Source: an optimization exercise on an open RTL-to-GDS flow (aim: small area, a short achievable clock period and few clock cycles per item). Production flows keep margins and buffers that such runs may drop. RTL that was checked went through simulation tests only; none was proved equivalent to the original. Power and IR drop assume default switching activity.

## oak
==> module crc_core, before the edit <==
module crc_core (
    input  wire        clk,
    input  wire        rst,
    input  wire        cmd_valid,
    output wire        cmd_ready,
    input  wire [31:0] cmd_word,
    output reg         resp_valid,
    input  wire        resp_ready,
    output wire [7:0]  resp_status,
    output reg  [63:0] resp_data
);
    localparam [7:0] OP_CRC_INIT       = 8'h01;
    localparam [7:0] OP_CRC_UPDATE     = 8'h02;
    localparam [7:0] OP_CRC_READ       = 8'h03;
    localparam [7:0] OP_CRC_TABLE_READ = 8'h04;
    wire [7:0]  op  = cmd_word[7:0];
    wire [7:0]  a   = cmd_word[15:8];
    wire [15:0] off = cmd_word[31:16];
    wire [4:0] in_f = {op == OP_CRC_UPDATE,
                       (op == OP_CRC_INIT) && (a == 8'd0),
                       (op == OP_CRC_READ) && (a == 8'd0),
                       op == OP_CRC_TABLE_READ,
                       off == 16'd0};
    reg        h_v, s_v;
    reg        rdy;           
    reg [4:0]  h_f, s_f;
    reg [7:0]  h_x, s_a;
    assign cmd_ready = rdy;
    wire take   = cmd_valid && rdy;
    wire adv    = h_v && (!resp_valid || resp_ready);    
    wire h_free = adv || !h_v;
    wire e_upd  = h_f[4] && h_f[0];
    wire e_init = h_f[3] && h_f[0];
    wire e_read = h_f[2] && h_f[0];
    wire e_tbl  = h_f[1] && h_f[0];
    reg  [63:0] crc_s;
    wire [63:0] t_val;
    crc_engine u_engine (
        .x (h_x),
        .t (t_val)
    );
    wire s_set  = rst || (adv && e_init);
    wire s_step = adv && e_upd;
    always @(posedge clk) begin
        if (s_set)
            crc_s <= 64'hFFFFFFFFFFFFFFFF;
        else if (s_step)
            crc_s <= (crc_s >> 8) ^ t_val;
    end
    wire       n_use = s_v ? s_f[4] : op[1];    
    wire [7:0] n_a   = s_v ? s_a : a;
    wire [7:0] n_s   = s_set ? 8'hFF : (s_step ? crc_s[15:8] : crc_s[7:0]);
    wire [7:0] n_pre = n_a ^ (n_s & {8{n_use}});
    wire       n_tg  = n_use && s_step && !s_set;
    wire [7:0] n_x;
    genvar g;
    generate
        for (g = 0; g < 8; g = g + 1) begin : g_nx
            wire nt;
            crc_nand2 u_n (.a(t_val[g]), .b(n_tg), .y(nt));
            crc_xnor2 u_x (.a(n_pre[g]), .b(nt), .y(n_x[g]));
        end
    endgenerate
    always @(posedge clk) begin
        if (rst) begin
            h_v <= 1'b0;
            s_v <= 1'b0;
            rdy <= 1'b1;
        end else begin
            if (h_free) begin
                h_v <= s_v || take;
                h_f <= s_v ? s_f : in_f;
                h_x <= n_x;
                s_v <= 1'b0;
                rdy <= 1'b1;
            end else if (take) begin
                s_v <= 1'b1;
                rdy <= 1'b0;
                s_f <= in_f;
                s_a <= a;
            end
        end
    end
    reg st_ill;
    assign resp_status = {7'd0, st_ill};
    always @(posedge clk) begin
        if (rst) begin
            resp_valid <= 1'b0;
        end else if (adv) begin
            resp_valid <= 1'b1;
            st_ill     <= !(e_upd || e_init || e_read || e_tbl);
            resp_data  <= ({64{e_read}} & ~crc_s) | ({64{e_tbl}} & t_val);
        end else if (resp_ready) begin
            resp_valid <= 1'b0;
        end
    end
endmodule
==> module crc_nand2, before the edit <==
module crc_nand2 (input wire a, b, output wire y);
    assign y = ~(a & b);
endmodule
==> module crc_xnor2, before the edit <==
module crc_xnor2 (input wire a, b, output wire y);
    assign y = ~(a ^ b);
endmodule
Settings: LEC_CHECK=0, CAP_MARGIN=20, CORE_MARGIN=2, CORE_UTILIZATION=55, CTS_BUF_LIST=sky130_fd_sc_hd__clkbuf_4 sky130_fd_sc_hd__clkbuf_8, PLACE_DENSITY=0.75, SLEW_MARGIN=20, SYNTH_HIERARCHICAL=1, SYNTH_MINIMUM_KEEP_SIZE=0; clock period 8.0 ns.
standard.sh (not shown) runs the stock make flow with config.mk's settings and CLKGATE_MAP_FILE= SYNTH_SCRIPT=/design/flow/synth_recipe.tcl, a recipe that flattens the netlist after the stock synthesis.
==> flow/flow/run.sh <==
#!/bin/bash
set -euo pipefail
export BUFFER_PORTS_ARGS="-buffer_cell sky130_fd_sc_hd__buf_1"
export SETUP_SLACK_MARGIN=5.45
bash standard.sh > standard_make.log 2>&1
#### Input delta (pine over oak)
--- a/flow/design.v
+++ b/flow/design.v
@@ -171,16 +171,7 @@
     wire [7:0] n_a   = s_v ? s_a : a;
     wire [7:0] n_s   = s_set ? 8'hFF : (s_step ? crc_s[15:8] : crc_s[7:0]);
     wire [7:0] n_pre = n_a ^ (n_s & {8{n_use}});
-    wire       n_tg  = n_use && s_step && !s_set;
-    wire [7:0] n_x;
-    genvar g;
-    generate
-        for (g = 0; g < 8; g = g + 1) begin : g_nx
-            wire nt;
-            crc_nand2 u_n (.a(t_val[g]), .b(n_tg), .y(nt));
-            crc_xnor2 u_x (.a(n_pre[g]), .b(nt), .y(n_x[g]));
-        end
-    endgenerate
+    wire [7:0] n_x   = n_pre ^ (t_val[7:0] & {8{n_use && s_step && !s_set}});
     always @(posedge clk) begin
         if (rst) begin
             h_v <= 1'b0;
@@ -215,9 +206,3 @@
         end
     end
 endmodule
-module crc_nand2 (input wire a, b, output wire y);
-    assign y = ~(a & b);
-endmodule
-module crc_xnor2 (input wire a, b, output wire y);
-    assign y = ~(a ^ b);
-endmodule
==> notes.md <==
- Cmp pine vs oak: combined area of all synthesized cells lower in pine
- Compared to oak, pine has worst-case setup margin in the final layout 0.0090 ns higher.
- Portion of total power attributed to combinational logic: pine lower than oak
- Post-route met1 wirelength of pine falls short of that of oak by a little under 10%.
- In the flow results for pine and oak, the amount of wire on met2 after detailed routing is smaller on pine.
- Per the comparison of pine with oak, via count of the first global-routing pass decreased about 6%, switching power decreased about 4%, non-clock buffer total of the final layout increased about 7%, final clock period utilization by the worst path essentially unchanged.
- Taking oak as 1.0, pine lands at 0.919 on first-pass GRT wire length.
- In the flow results for pine and oak, the per-cell routed wire length is smaller on pine.
- The complex-gate fraction of the synthesized area was comparable across pine and oak.
- Going from oak to pine, worst-margin pin slew down 0.090 ns, detailed-route vias per instance now sits lower.
Testbench counts of pine, summed over its fixed seeds: cycles 9,227, commands 9,211.
Function not checked in oak: the RTL went through the layout flow alone.

========
the baseline:
crc_core with an RTL version that a note above also has.
For scale: roughly 690 cells after synthesis, ~160 flip-flops, about 7400 um^2 of cells after synthesis.
==> module crc_core, before the edit <==
module crc_core (
    input  wire        clk,
    input  wire        rst,
    input  wire        cmd_valid,
    output wire        cmd_ready,
    input  wire [31:0] cmd_word,
    output reg         resp_valid,
    input  wire        resp_ready,
    output wire [7:0]  resp_status,
    output reg  [63:0] resp_data
);
    localparam [7:0] OP_CRC_INIT       = 8'h01;
    localparam [7:0] OP_CRC_UPDATE     = 8'h02;
    localparam [7:0] OP_CRC_READ       = 8'h03;
    localparam [7:0] OP_CRC_TABLE_READ = 8'h04;
    wire [7:0]  op  = cmd_word[7:0];
    wire [7:0]  a   = cmd_word[15:8];
    wire [15:0] off = cmd_word[31:16];
    wire [4:0] in_f = {op == OP_CRC_UPDATE,
                       (op == OP_CRC_INIT) && (a == 8'd0),
                       (op == OP_CRC_READ) && (a == 8'd0),
                       op == OP_CRC_TABLE_READ,
                       off == 16'd0};
    reg        h_v, s_v;
    reg        rdy;           
    reg [4:0]  h_f, s_f;
    reg [7:0]  h_x, s_a;
    assign cmd_ready = rdy;
    wire take   = cmd_valid && rdy;
    wire adv    = h_v && (!resp_valid || resp_ready);    
    wire h_free = adv || !h_v;
    wire e_upd  = h_f[4] && h_f[0];
    wire e_init = h_f[3] && h_f[0];
    wire e_read = h_f[2] && h_f[0];
    wire e_tbl  = h_f[1] && h_f[0];
    reg  [63:0] crc_s;
    wire [63:0] t_val;
    crc_engine u_engine (
        .x (h_x),
        .t (t_val)
    );
    wire s_set  = rst || (adv && e_init);
    wire s_step = adv && e_upd;
    always @(posedge clk) begin
        if (s_set)
            crc_s <= 64'hFFFFFFFFFFFFFFFF;
        else if (s_step)
            crc_s <= (crc_s >> 8) ^ t_val;
    end
    wire       n_use = s_v ? s_f[4] : op[1];    
    wire [7:0] n_a   = s_v ? s_a : a;
    wire [7:0] n_s   = s_set ? 8'hFF : (s_step ? crc_s[15:8] : crc_s[7:0]);
    wire [7:0] n_pre = n_a ^ (n_s & {8{n_use}});
    wire [7:0] n_x   = n_pre ^ (t_val[7:0] & {8{n_use && s_step && !s_set}});
    always @(posedge clk) begin
        if (rst) begin
            h_v <= 1'b0;
            s_v <= 1'b0;
            rdy <= 1'b1;
        end else begin
            if (h_free) begin
                h_v <= s_v || take;
                h_f <= s_v ? s_f : in_f;
                h_x <= n_x;
                s_v <= 1'b0;
                rdy <= 1'b1;
            end else if (take) begin
                s_v <= 1'b1;
                rdy <= 1'b0;
                s_f <= in_f;
                s_a <= a;
            end
        end
    end
    reg st_ill;
    assign resp_status = {7'd0, st_ill};
    always @(posedge clk) begin
        if (rst) begin
            resp_valid <= 1'b0;
        end else if (adv) begin
            resp_valid <= 1'b1;
            st_ill     <= !(e_upd || e_init || e_read || e_tbl);
            resp_data  <= ({64{e_read}} & ~crc_s) | ({64{e_tbl}} & t_val);
        end else if (resp_ready) begin
            resp_valid <= 1'b0;
        end
    end
endmodule
export LEC_CHECK = 0
export CAP_MARGIN = 20
export CORE_MARGIN = 2
export CORE_UTILIZATION = 55
export CTS_BUF_LIST = sky130_fd_sc_hd__clkbuf_4 sky130_fd_sc_hd__clkbuf_8
export PLACE_DENSITY = 0.75
export SLEW_MARGIN = 20
export SYNTH_HIERARCHICAL = 1
export SYNTH_MINIMUM_KEEP_SIZE = 0
create_clock -name core_clock -period 8.0 [get_ports {clk}]
==> flow/flow/run.sh <==
#!/bin/bash
set -euo pipefail
export BUFFER_PORTS_ARGS="-buffer_cell sky130_fd_sc_hd__buf_1"
export SETUP_SLACK_MARGIN=5.3
bash standard.sh > standard_make.log 2>&1
Testbench counts of the baseline, summed over its fixed seeds: cycles 9,227, commands 9,211.
[inputs] the candidate vs the baseline
--- a/flow/design.v
+++ b/flow/design.v
@@ -141,13 +141,12 @@
                        (op == OP_CRC_READ) && (a == 8'd0),
                        op == OP_CRC_TABLE_READ,
                        off == 16'd0};
     reg        h_v, s_v;
-    reg        rdy;           
     reg [4:0]  h_f, s_f;
     reg [7:0]  h_x, s_a;
-    assign cmd_ready = rdy;
-    wire take   = cmd_valid && rdy;
+    assign cmd_ready = !s_v;
+    wire take   = cmd_valid && !s_v;
     wire adv    = h_v && (!resp_valid || resp_ready);    
     wire h_free = adv || !h_v;
     wire e_upd  = h_f[4] && h_f[0];
     wire e_init = h_f[3] && h_f[0];
@@ -175,19 +174,16 @@
     always @(posedge clk) begin
         if (rst) begin
             h_v <= 1'b0;
             s_v <= 1'b0;
-            rdy <= 1'b1;
         end else begin
             if (h_free) begin
                 h_v <= s_v || take;
                 h_f <= s_v ? s_f : in_f;
                 h_x <= n_x;
                 s_v <= 1'b0;
-                rdy <= 1'b1;
             end else if (take) begin
                 s_v <= 1'b1;
-                rdy <= 1'b0;
                 s_f <= in_f;
                 s_a <= a;
             end
         end
## What came out
- Total power: the candidate above the baseline
- First-pass GRT wire length of the candidate falls short of that of the baseline slightly.
- Going from the baseline to the candidate, non-clock buffer count increased 11%; xor and xnor fraction of the mapped netlist area essentially unchanged; post-route standard cell area excluding fillers increased 1.5%.
- The candidate | status: complete | timing, DRC, antenna: pass
- | combinational power share | the candidate vs the baseline | 0.8 points higher |
- For clock power, the candidate and the baseline come out practically identical.
- Comparing the baseline with the candidate, the chip width came out essentially unchanged.
- Power per cell area in the candidate is about 1.1% below the baseline.
No functional check of the RTL was part of the candidate.

========
crc_core, a different RTL version from the one above (not shown whole).
For scale: about 680 cells after synthesis, roughly 160 flip-flops, roughly 110 I/O pins.
==> module crc_core, before the edit <==
module crc_core (
    input  wire        clk,
    input  wire        rst,
    input  wire        cmd_valid,
    output wire        cmd_ready,
    input  wire [31:0] cmd_word,
    output reg         resp_valid,
    input  wire        resp_ready,
    output wire [7:0]  resp_status,
    output reg  [63:0] resp_data
);
    localparam [7:0] OP_CRC_INIT       = 8'h01;
    localparam [7:0] OP_CRC_UPDATE     = 8'h02;
    localparam [7:0] OP_CRC_READ       = 8'h03;
    localparam [7:0] OP_CRC_TABLE_READ = 8'h04;
    wire [7:0]  op  = cmd_word[7:0];
    wire [7:0]  a   = cmd_word[15:8];
    wire [15:0] off = cmd_word[31:16];
    wire is_init   = (op == OP_CRC_INIT)       && (off == 16'd0) && (a == 8'd0);
    wire is_update = (op == OP_CRC_UPDATE)     && (off == 16'd0);
    wire is_read   = (op == OP_CRC_READ)       && (off == 16'd0) && (a == 8'd0);
    wire is_table  = (op == OP_CRC_TABLE_READ) && (off == 16'd0);
    wire [11:0] in_e = {is_update, is_init, is_read, is_table, a};
    reg        h_v, s_v;
    reg [11:0] h_e, s_e;
    assign cmd_ready = !s_v;
    wire take  = cmd_valid && !s_v;
    wire adv   = h_v && (!resp_valid || resp_ready);    
    wire h_free = adv || !h_v;
    always @(posedge clk) begin
        if (rst) begin
            h_v <= 1'b0;
            s_v <= 1'b0;
        end else begin
            if (h_free) begin
                h_v <= s_v || take;
                h_e <= s_v ? s_e : in_e;
                s_v <= 1'b0;
            end else if (take) begin
                s_v <= 1'b1;
                s_e <= in_e;
            end
        end
    end
    wire       e_upd  = h_e[11];
    wire       e_init = h_e[10];
    wire       e_read = h_e[9];
    wire       e_tbl  = h_e[8];
    wire [7:0] e_a    = h_e[7:0];
    reg  [63:0] crc_s;
    wire [63:0] t_val;
    crc_engine u_engine (
        .x (e_a ^ (crc_s[7:0] & {8{e_upd}})),
        .t (t_val)
    );
    always @(posedge clk) begin
        if (rst || (adv && e_init))
            crc_s <= 64'hFFFFFFFFFFFFFFFF;
        else if (adv && e_upd)
            crc_s <= (crc_s >> 8) ^ t_val;
    end
    reg st_ill;
    assign resp_status = {7'd0, st_ill};
    always @(posedge clk) begin
        if (rst) begin
            resp_valid <= 1'b0;
        end else if (adv) begin
            resp_valid <= 1'b1;
            st_ill     <= !(e_upd || e_init || e_read || e_tbl);
            resp_data  <= ({64{e_read}} & ~crc_s) | ({64{e_tbl}} & t_val);
        end else if (resp_ready) begin
            resp_valid <= 1'b0;
        end
    end
endmodule
Settings: LEC_CHECK=0, CAP_MARGIN=20, CORE_MARGIN=2, CORE_UTILIZATION=55, CTS_BUF_LIST=sky130_fd_sc_hd__clkbuf_4 sky130_fd_sc_hd__clkbuf_8, PLACE_DENSITY=0.75, SLEW_MARGIN=20, SYNTH_HIERARCHICAL=1, SYNTH_MINIMUM_KEEP_SIZE=0; clock period 8.0 ns.
Scripts as last shown in full above: flow/flow/run.sh
The first run went through all stages and came out clean.
Testbench counts at the start, summed over its fixed seeds: cycles 9,227, commands 9,211.
Rerun with:
--- a/flow/design.v
+++ b/flow/design.v
@@ -141,11 +141,35 @@
     wire is_read   = (op == OP_CRC_READ)       && (off == 16'd0) && (a == 8'd0);
     wire is_table  = (op == OP_CRC_TABLE_READ) && (off == 16'd0);
-    wire [11:0] in_e = {is_update, is_init, is_read, is_table, a};
+    wire [3:0] in_f = {is_update, is_init, is_read, is_table};
     reg        h_v, s_v;
-    reg [11:0] h_e, s_e;
+    reg [3:0]  h_f, s_f;
+    reg [7:0]  h_x, s_a;
     assign cmd_ready = !s_v;
-    wire take  = cmd_valid && !s_v;
-    wire adv   = h_v && (!resp_valid || resp_ready);    
+    wire take   = cmd_valid && !s_v;
+    wire adv    = h_v && (!resp_valid || resp_ready);    
     wire h_free = adv || !h_v;
+    wire e_upd  = h_f[3];
+    wire e_init = h_f[2];
+    wire e_read = h_f[1];
+    wire e_tbl  = h_f[0];
+    reg  [63:0] crc_s;
+    wire [63:0] t_val;
+    crc_engine u_engine (
+        .x (h_x),
+        .t (t_val)
+    );
+    wire s_set  = rst || (adv && e_init);
+    wire s_step = adv && e_upd;
+    always @(posedge clk) begin
+        if (s_set)
+            crc_s <= 64'hFFFFFFFFFFFFFFFF;
+        else if (s_step)
+            crc_s <= (crc_s >> 8) ^ t_val;
+    end
+    wire       n_use = s_v ? s_f[3] : op[1];    
+    wire [7:0] n_a   = s_v ? s_a : a;
+    wire [7:0] n_s   = s_set ? 8'hFF : (s_step ? crc_s[15:8] : crc_s[7:0]);
+    wire [7:0] n_pre = n_a ^ (n_s & {8{n_use}});
+    wire [7:0] n_x   = n_pre ^ (t_val[7:0] & {8{n_use && s_step && !s_set}});
     always @(posedge clk) begin
         if (rst) begin
@@ -155,28 +179,13 @@
             if (h_free) begin
                 h_v <= s_v || take;
-                h_e <= s_v ? s_e : in_e;
+                h_f <= s_v ? s_f : in_f;
+                h_x <= n_x;
                 s_v <= 1'b0;
             end else if (take) begin
                 s_v <= 1'b1;
-                s_e <= in_e;
+                s_f <= in_f;
+                s_a <= a;
             end
         end
-    end
-    wire       e_upd  = h_e[11];
-    wire       e_init = h_e[10];
-    wire       e_read = h_e[9];
-    wire       e_tbl  = h_e[8];
-    wire [7:0] e_a    = h_e[7:0];
-    reg  [63:0] crc_s;
-    wire [63:0] t_val;
-    crc_engine u_engine (
-        .x (e_a ^ (crc_s[7:0] & {8{e_upd}})),
-        .t (t_val)
-    );
-    always @(posedge clk) begin
-        if (rst || (adv && e_init))
-            crc_s <= 64'hFFFFFFFFFFFFFFFF;
-        else if (adv && e_upd)
-            crc_s <= (crc_s >> 8) ^ t_val;
     end
     reg st_ill;
After rerunning:
- utilization fell by 3.9 points
- total power is lower by a little under a tenth
- synthesized cell count increases slightly
- clock skew is about the same
- final cell count is higher slightly
- design area drops by a few percent
- global-route usage came out lower by 1.2 points
- non-clock buffer count went down by 7
- worst setup slack got worse by 0.14 ns
- combinational power drops by about a fifth
- die area went up slightly
- sequential share of layout area rose by 1.4 points
Only the layout flow was run in the second run of this note; the RTL was not checked for function there.

==> port drivers added, routing unchanged <==
The results above use ideal ports. As a check the final layouts listed here were re-extracted and re-timed, cells and wires unchanged. Step 1 (the two cells are an assumption about what drives the block):
set clk [get_ports {clk}]
set_driving_cell -lib_cell sky130_fd_sc_hd__clkbuf_16 $clk
set_driving_cell -lib_cell sky130_fd_sc_hd__buf_2 [delete_from_list [all_inputs] $clk]
Step 2 moves the port delays by t, midway between the first and last clock arrival at a register: inputs arrive t later, outputs are due t later. That takes back most of the time a late clock gives input paths. Three values: no drivers, after step 1, after step 2; two values: the first two.
| run | shift t [ns] | setup WS [ns] | latest minus earliest clock arrival (ns) | slew at the worst register clock pin (ns) | pins driven straight from the clock port |
|---|---|---|---|---|---|
| oak | 0.482 | 5.398 / 5.360 / 4.945 | 0.014 / 0.014 | 0.09 / 0.09 | 1 |
| pine | 0.498 | 5.407 / 5.369 / 5.059 | 0.012 / 0.012 | 0.09 / 0.09 | 1 |
| the baseline | 0.494 | 5.237 / 5.237 / 4.952 | 0.015 / 0.014 | 0.09 / 0.09 | 1 |
| the candidate | 0.495 | 5.270 / 5.233 / 4.904 | 0.014 / 0.014 | 0.09 / 0.09 | 1 |
| the first run of note 3 | 0.491 | 5.347 / 5.309 / 4.913 | 0.013 / 0.013 | 0.08 / 0.08 | 1 |
| the second run of note 3 | 0.480 | 5.212 / 5.226 / 4.745 | 0.016 / 0.015 | 0.08 / 0.08 | 1 |
After both steps every run listed still meets setup and hold. The setup slack of the second run of note 3, which loses most, moves by +0.014 ns with the drivers and by -0.467 ns with both steps.
